Context: an optimization exercise on an open-source flow, tuned for small area and a short achievable clock period. The choices shown serve that exercise and are no tape-out recipe. RTL that was checked went through simulation tests only; none was proved equivalent to the original. Power figures rest on the tool's default switching activity, not on a simulated workload.

== job 5265 ==
==> flow/design.v <==
module zcpf_nec (
    input  wire       clk,
    input  wire       rst,       
    input  wire       zc_in,     
    input  wire       ir_in,     
    input  wire       dt_tick,   
    input  wire       tb_tick,   
    input  wire [3:0] addr,
    input  wire [7:0] wdata,
    input  wire       rd,
    input  wire       wr,
    output reg  [7:0] rdata,
    output reg        gate_n
);
    localparam [2:0] S_IDLE    = 3'd0;
    localparam [2:0] S_MARK    = 3'd1;
    localparam [2:0] S_SPACE   = 3'd2;
    localparam [2:0] S_HIGHBIT = 3'd3;
    localparam [2:0] S_LOWBIT  = 3'd4;
    localparam [2:0] S_REPEAT  = 3'd5;
    localparam [127:0] LUT_TT = {
        16'h003f, 16'h00c7, 16'h014b, 16'h0399,
        16'h0255, 16'h030f, 16'h0333, 16'h0155 };
    localparam [7:0] KICK_200 = 8'had, KICK_199 = 8'h5b, KICK_1 = 8'h80;
    localparam [15:0] TB_FFFF = 16'h8000;
    function [7:0] step8;
        input [7:0] q;
        begin
            step8 = {q[6:0], q[7] ^ q[5] ^ q[4] ^ q[3] ^ (q[6:0] == 7'd0)};
        end
    endfunction
    function [15:0] step16;
        input [15:0] q;
        begin
            step16 = {q[14:0], q[15] ^ q[14] ^ q[12] ^ q[3] ^ (q[14:0] == 15'd0)};
        end
    endfunction
    function [7:0] lut;
        input [3:0] idx;
        integer b;
        begin
            for (b = 0; b < 8; b = b + 1)
                lut[b] = LUT_TT[16*b + idx];
        end
    endfunction
    reg  [2:0]  ir_state;
    reg  [3:0]  phase;        
    reg  [3:0]  dly_a;        
    reg  [4:0]  dly_b;
    reg         dly_armed;
    reg         gate;
    reg         run;
    reg  [3:0]  level;
    reg         start_req;
    reg  [7:0]  kick_cnt;
    reg  [15:0] tb_cnt;
    reg  [7:0]  hc_cnt;
    reg  [7:0]  ovf_cnt;
    reg         ir_level;
    reg  [15:0] ivc;          
    reg  [31:1] acc;
    reg  [4:0]  bitcnt;
    reg  [31:0] frame;
    reg         frame_vld;    
    reg  [1:0]  ir_idle;
    reg         frame_rdy;
    reg         rpt_pend;
    reg         ovf_f;
    reg         zc_f;
    reg         pulse_on;     
    reg  [3:0]  pulse_cnt;    
    reg         zc_prev;
    reg         ir_prev;
    wire ir_now = ~ir_in;
    wire zc_ev  = zc_in & ~zc_prev;
    wire ir_ev  = ir_now ^ ir_prev;
    wire dt_ev  = dt_tick & dly_armed;
    wire wr_lvl = wr & (addr == 4'h0);
    wire wr_ctl = wr & (addr == 4'h1);
    wire wr_flg = wr & (addr == 4'h4);
    wire       wlvl_z = wdata[7] | (wdata[6:0] == 7'd0);
    wire       wlvl_9 = (wdata[6:0] > 7'd9) | (wdata[3:0] == 4'd9);
    wire [3:0] wlvl   = wdata[7] ? 4'd0 : wlvl_9 ? 4'd9 : wdata[3:0];
    wire kick_nz = (kick_cnt != 8'd0);
    wire kick_1  = (kick_cnt == KICK_1);
    wire dly_bz  = (dly_b == 5'd0);
    wire dly_z   = (dly_a == 4'd10) & dly_bz;
    wire c_zero = wr_lvl & wlvl_z;                           
    wire c_kick = wr_lvl & ~wlvl_z & ~run & start_req;       
    wire c_set  = wr_lvl & ~wlvl_z & ~start_req & ~run       
                | wr_lvl & ~wlvl_z & run & ~kick_nz;
    wire c_keep = ~(c_zero | c_kick | c_set);                
    wire       w_run   = c_zero ? 1'b0 : (c_kick | run);
    wire [3:0] w_level = wr_lvl ? wlvl : level;
    wire       w_ph9   = c_kick | (c_set & wlvl_9 & ~wdata[7]) | (c_keep & phase == 4'd9);
    wire kick_end = zc_ev & c_keep & ~c_zero & kick_1;    
    reg [3:0] w_phase;
    always @* begin
        if (c_zero)        w_phase = 4'd0;
        else if (c_kick)   w_phase = 4'd9;
        else if (c_set)    w_phase = wlvl;
        else               w_phase = phase;
    end
    reg [3:0] n_phase;
    always @* begin
        if (kick_end)      n_phase = w_level;
        else               n_phase = w_phase;
    end
    reg [7:0] n_kick;
    always @* begin
        if (c_zero)                 n_kick = 8'd0;
        else if (c_kick)            n_kick = zc_ev ? KICK_199 : KICK_200;
        else if (zc_ev & kick_nz)   n_kick = step8(kick_cnt);
        else                        n_kick = kick_cnt;
    end
    wire       dly_step = dt_ev & ~dly_z;
    wire [3:0] n_dly_a = zc_ev ? w_phase :
                         (dly_step & dly_bz) ? dly_a + 4'd1 : dly_a;
    wire [4:0] n_dly_b = zc_ev ? (dt_tick ? 5'd4 : 5'd5) :
                         dly_step ? (dly_bz ? 5'd24 : dly_b - 5'd1) : dly_b;
    wire expire  = ~zc_ev & dt_ev & dly_z;
    wire fire    = expire & w_run;
    wire n_armed = zc_ev | (dly_armed & ~expire);
    wire n_gate  = (zc_ev & w_run & w_ph9) | (gate & ~expire);
    wire n_pulse_on = fire | (pulse_on & (pulse_cnt != 4'd0));
    wire [15:0] iv = ivc;
    wire iv_ge787 = (iv >= 16'd787);
    wire iv_lt394 = (iv <  16'd394);
    wire iv_bit   = (iv >= 16'd56) && (iv <= 16'd84);
    wire iv_low   = (iv >= 16'd56) && (iv <= 16'd252);
    wire iv_one   = (iv >= 16'd168);
    wire st_idle = (ir_state == S_IDLE);
    wire st_mark = (ir_state == S_MARK);
    wire st_spc  = (ir_state == S_SPACE);
    wire st_hi   = (ir_state == S_HIGHBIT);
    wire st_lo   = (ir_state == S_LOWBIT);
    wire st_rpt  = (ir_state == S_REPEAT);
    reg [2:0] ed_state;
    always @* begin
        case (ir_state)
            S_IDLE:    ed_state = S_MARK;       
            S_MARK:    ed_state = iv_ge787 ? S_SPACE : S_IDLE;
            S_SPACE:   ed_state = iv_lt394 ? S_REPEAT : S_HIGHBIT;
            S_HIGHBIT: ed_state = iv_bit ? S_LOWBIT : S_IDLE;
            S_LOWBIT:  ed_state = (iv_low & (bitcnt != 5'd31)) ? S_HIGHBIT : S_IDLE;
            default:   ed_state = S_IDLE;
        endcase
    end
    wire go_idle_hold = st_idle & ~ir_now;                  
    wire done_pre = st_lo & iv_low & (bitcnt == 5'd31);     
    wire rpt_pre  = st_rpt & iv_bit;
    wire [4:0] ed_bitcnt = (st_lo & iv_low & (bitcnt != 5'd31)) ? bitcnt + 5'd1 :
                           (st_spc | st_hi & iv_bit) ? bitcnt : 5'd0;
    wire [15:0] sel = 16'd1 << addr;
    wire        sel_fr = frame_vld & addr[3] & ~addr[2];
    wire [7:0] rd_view =
        ({8{sel[0]}} & {4'd0, level}) |
        ({8{sel[1]}} & {7'd0, start_req}) |
        ({8{sel[2]}} & lut(phase)) |
        ({8{sel[3]}} & {3'd0, ir_level, dly_armed, gate, kick_nz, run}) |
        ({8{sel[4]}} & {4'd0, zc_f, ovf_f, rpt_pend, frame_rdy}) |
        ({8{sel[5]}} & hc_cnt) |
        ({8{sel[6]}} & ovf_cnt) |
        ({8{sel[7]}} & {ir_state, bitcnt}) |
        ({8{sel_fr & addr[1:0] == 2'd0}} & frame[7:0]) |
        ({8{sel_fr & addr[1:0] == 2'd1}} & frame[15:8]) |
        ({8{sel_fr & addr[1:0] == 2'd2}} & frame[23:16]) |
        ({8{sel_fr & addr[1:0] == 2'd3}} & frame[31:24]);
    wire tb_wrap = tb_tick & (tb_cnt == TB_FFFF);
    wire [1:0] idle_ir = ir_ev ? 2'd0 : ir_idle;
    always @(posedge clk) begin
        zc_prev <= zc_in;
        ir_prev <= ir_now;
        dly_a   <= n_dly_a;
        dly_b   <= n_dly_b;
        if (fire)
            pulse_cnt <= 4'd15;
        else
            pulse_cnt <= pulse_cnt - 4'd1;
        if (ir_ev)
            ivc <= {15'd0, tb_tick};
        else if (tb_tick)
            ivc <= ivc + 16'd1;
        if (ir_ev & st_lo)
            acc <= {iv_one, acc[31:2]};
        if (ir_ev & done_pre)
            frame <= {iv_one, acc};
    end
    always @(posedge clk) begin
        if (rst) begin
            ir_state  <= S_IDLE;
            phase     <= 4'd0;
            dly_armed <= 1'b0;
            gate      <= 1'b0;
            run       <= 1'b0;
            level     <= 4'd0;
            start_req <= 1'b0;
            kick_cnt  <= 8'd0;
            tb_cnt    <= 16'd0;
            hc_cnt    <= 8'd0;
            ovf_cnt   <= 8'd0;
            ir_level  <= 1'b0;
            bitcnt    <= 5'd0;
            frame_vld <= 1'b0;
            ir_idle   <= 2'd0;
            frame_rdy <= 1'b0;
            rpt_pend  <= 1'b0;
            ovf_f     <= 1'b0;
            zc_f      <= 1'b0;
            pulse_on  <= 1'b0;
            gate_n    <= 1'b1;
            rdata     <= 8'd0;
        end else begin
            phase     <= n_phase;
            dly_armed <= n_armed;
            gate      <= n_gate;
            run       <= w_run;
            level     <= w_level;
            kick_cnt  <= n_kick;
            pulse_on  <= n_pulse_on;
            gate_n    <= ~(n_gate | n_pulse_on);
            if (wr_lvl)
                start_req <= 1'b0;
            else if (wr_ctl)
                start_req <= wdata[0];
            if (zc_ev)
                hc_cnt <= hc_cnt + 8'd1;
            if (ir_ev) begin
                ir_level <= ir_now;
                if (!go_idle_hold) begin
                    ir_state <= ed_state;
                    bitcnt   <= ed_bitcnt;
                end
                if (done_pre)
                    frame_vld <= 1'b1;
            end
            if (tb_tick)
                tb_cnt <= step16(tb_cnt);
            if (tb_wrap) begin
                ovf_cnt <= ovf_cnt + 8'd1;
                ir_idle <= (idle_ir == 2'd2) ? 2'd2 : idle_ir + 2'd1;
            end else begin
                ir_idle <= idle_ir;
            end
            frame_rdy <= (frame_rdy & ~(wr_flg & wdata[0])) | (ir_ev & done_pre);
            rpt_pend  <= ((rpt_pend & ~(wr_flg & wdata[1])) | (ir_ev & rpt_pre))
                         & ~(tb_wrap & (idle_ir != 2'd0));
            ovf_f     <= (ovf_f & ~(wr_flg & wdata[2])) | tb_wrap;
            zc_f      <= (zc_f & ~(wr_flg & wdata[3])) | zc_ev;
            if (rd)
                rdata <= rd_view;
        end
    end
endmodule
==> flow/config.mk <==
export PLATFORM = sky130hd
export DESIGN_NAME = zcpf_nec
export DESIGN_NICKNAME = zcpf_nec
export VERILOG_FILES = /design/flow/design.v
export SDC_FILE = /design/flow/constraint.sdc
export NUM_CORES = 4
export LEC_CHECK = 0
export CAP_MARGIN = 20
export CORE_MARGIN = 2
export CORE_UTILIZATION = 40
export CTS_BUF_LIST = sky130_fd_sc_hd__clkbuf_4 sky130_fd_sc_hd__clkbuf_8
export SETUP_SLACK_MARGIN = 2.4
export SLEW_MARGIN = 20
==> flow/constraint.sdc <==
create_clock -name core_clock -period 4.5 [get_ports {clk}]
set_input_delay 0.9000 -clock core_clock [delete_from_list [all_inputs] [get_ports {clk}]]
set_output_delay 0.9000 -clock core_clock [all_outputs]
set_load 0.01 [all_outputs]
standard.sh (not shown) runs the stock make flow with config.mk's settings and CLKGATE_MAP_FILE= SYNTH_SCRIPT=/design/flow/synth_recipe.tcl, a recipe that flattens the netlist after the stock synthesis.
==> flow/flow/run.sh <==
#!/bin/bash
# Own layout flow: the standard flow (standard.sh, standard synthesis
# unchanged) with extra ORFS variables from flow/extra.env, e.g. the cell
# buffer_ports puts on every port.
set -euo pipefail
set -a
source flow/extra.env
set +a
bash standard.sh > flow.log 2>&1
==> flow/flow/extra.env <==
BUFFER_PORTS_ARGS="-buffer_cell sky130_fd_sc_hd__buf_4"
CTS_ARGS="-sink_clustering_enable -repair_clock_nets -dont_use_dummy_load -sink_buffer_max_cap_derate 0.5 -buf_list {sky130_fd_sc_hd__clkbuf_4 sky130_fd_sc_hd__clkbuf_8}"
The following lists how job 7520 was set up differently from job 5265:
-- flow/design.v --
<<< job 5265, line 11
    input  wire       wr,
    output reg  [7:0] rdata,
    output reg        gate_n
);
    localparam [2:0] S_IDLE    = 3'd0;
>>> job 7520, line 11
    input  wire       wr,
    output reg  [7:0] rdata,
    output wire       gate_n
);
    localparam [2:0] S_IDLE    = 3'd0;
<<< job 5265, line 209
            zc_f      <= 1'b0;
            pulse_on  <= 1'b0;
            gate_n    <= 1'b1;
            rdata     <= 8'd0;
        end else begin
>>> job 7520, line 209
            zc_f      <= 1'b0;
            pulse_on  <= 1'b0;
            rdata     <= 8'd0;
        end else begin
<<< job 5265, line 219
            kick_cnt  <= n_kick;
            pulse_on  <= n_pulse_on;
            gate_n    <= ~(n_gate | n_pulse_on);
            if (wr_lvl)
                start_req <= 1'b0;
>>> job 7520, line 218
            kick_cnt  <= n_kick;
            pulse_on  <= n_pulse_on;
            if (wr_lvl)
                start_req <= 1'b0;
<<< job 5265, line 252
        end
    end
endmodule
>>> job 7520, line 250
        end
    end
    assign gate_n = ~(gate | pulse_on);
endmodule
Results
- Job 7520 was carried through to the last stage, and its layout satisfied the timing, DRC and antenna checks.
- Job 7520 vs. job 5265: largest buffer count on any clock path roughly the same, smallest hold slack level, wire length of the first global-routing pass has decreased, xor and xnor fraction of the mapped netlist area grew by 0.22 points, fraction of power spent switching nets went down by 0.28 points.
- Delay contributed by the slowest stage of the critical path on job 7520 is down relative to job 5265.
- Job 7520: global-route usage is 1.0 points lower than what job 5265 reported.
- From job 5265 to job 7520 the numbers moved as follows: clock distribution area overhead in the final layout held, share of synthesized cell area in full adder, half adder and majority cells held, mux share of post-synthesis cell area went up 2.1 points, worst setup slack after layout went down 15 ps.
- Timing startpoint of the critical path: addr[1] -> job 7520, rdata[2] -> job 5265
For job 7520, only the layout was checked, not whether the RTL still works.

-- re-timing with driven ports --
In the flow no input, the clock included, has a driving cell. The finished layouts below were timed again as built, in two steps. Step 1 assumes that a clkbuf_16 drives the clock port and a buf_2 every other input. Step 2 adds t to the input delays and takes it off the output delays; t is the mean of the earliest and latest rising clock arrival at the registers after step 1. Input paths then give back, and output paths get back, about the clock's delay inside the block. a / b / c = ideal ports / drivers / drivers and shift; a / b = the first two.
run	t, ns	setup WS [ns]	hold slack, ns	slew at the worst register clock pin (ns)
job 5265	0.642	2.432 / 2.396 / 1.864	0.401 / 0.401 / 0.401	0.11 / 0.11
job 7520	0.624	2.417 / 2.423 / 1.799	0.400 / 0.400 / 0.400	0.11 / 0.11
After both steps every run listed still meets setup and hold. For job 7520, which loses most, drivers alone change the setup slack by +0.006 ns; drivers and shift together by -0.618 ns.
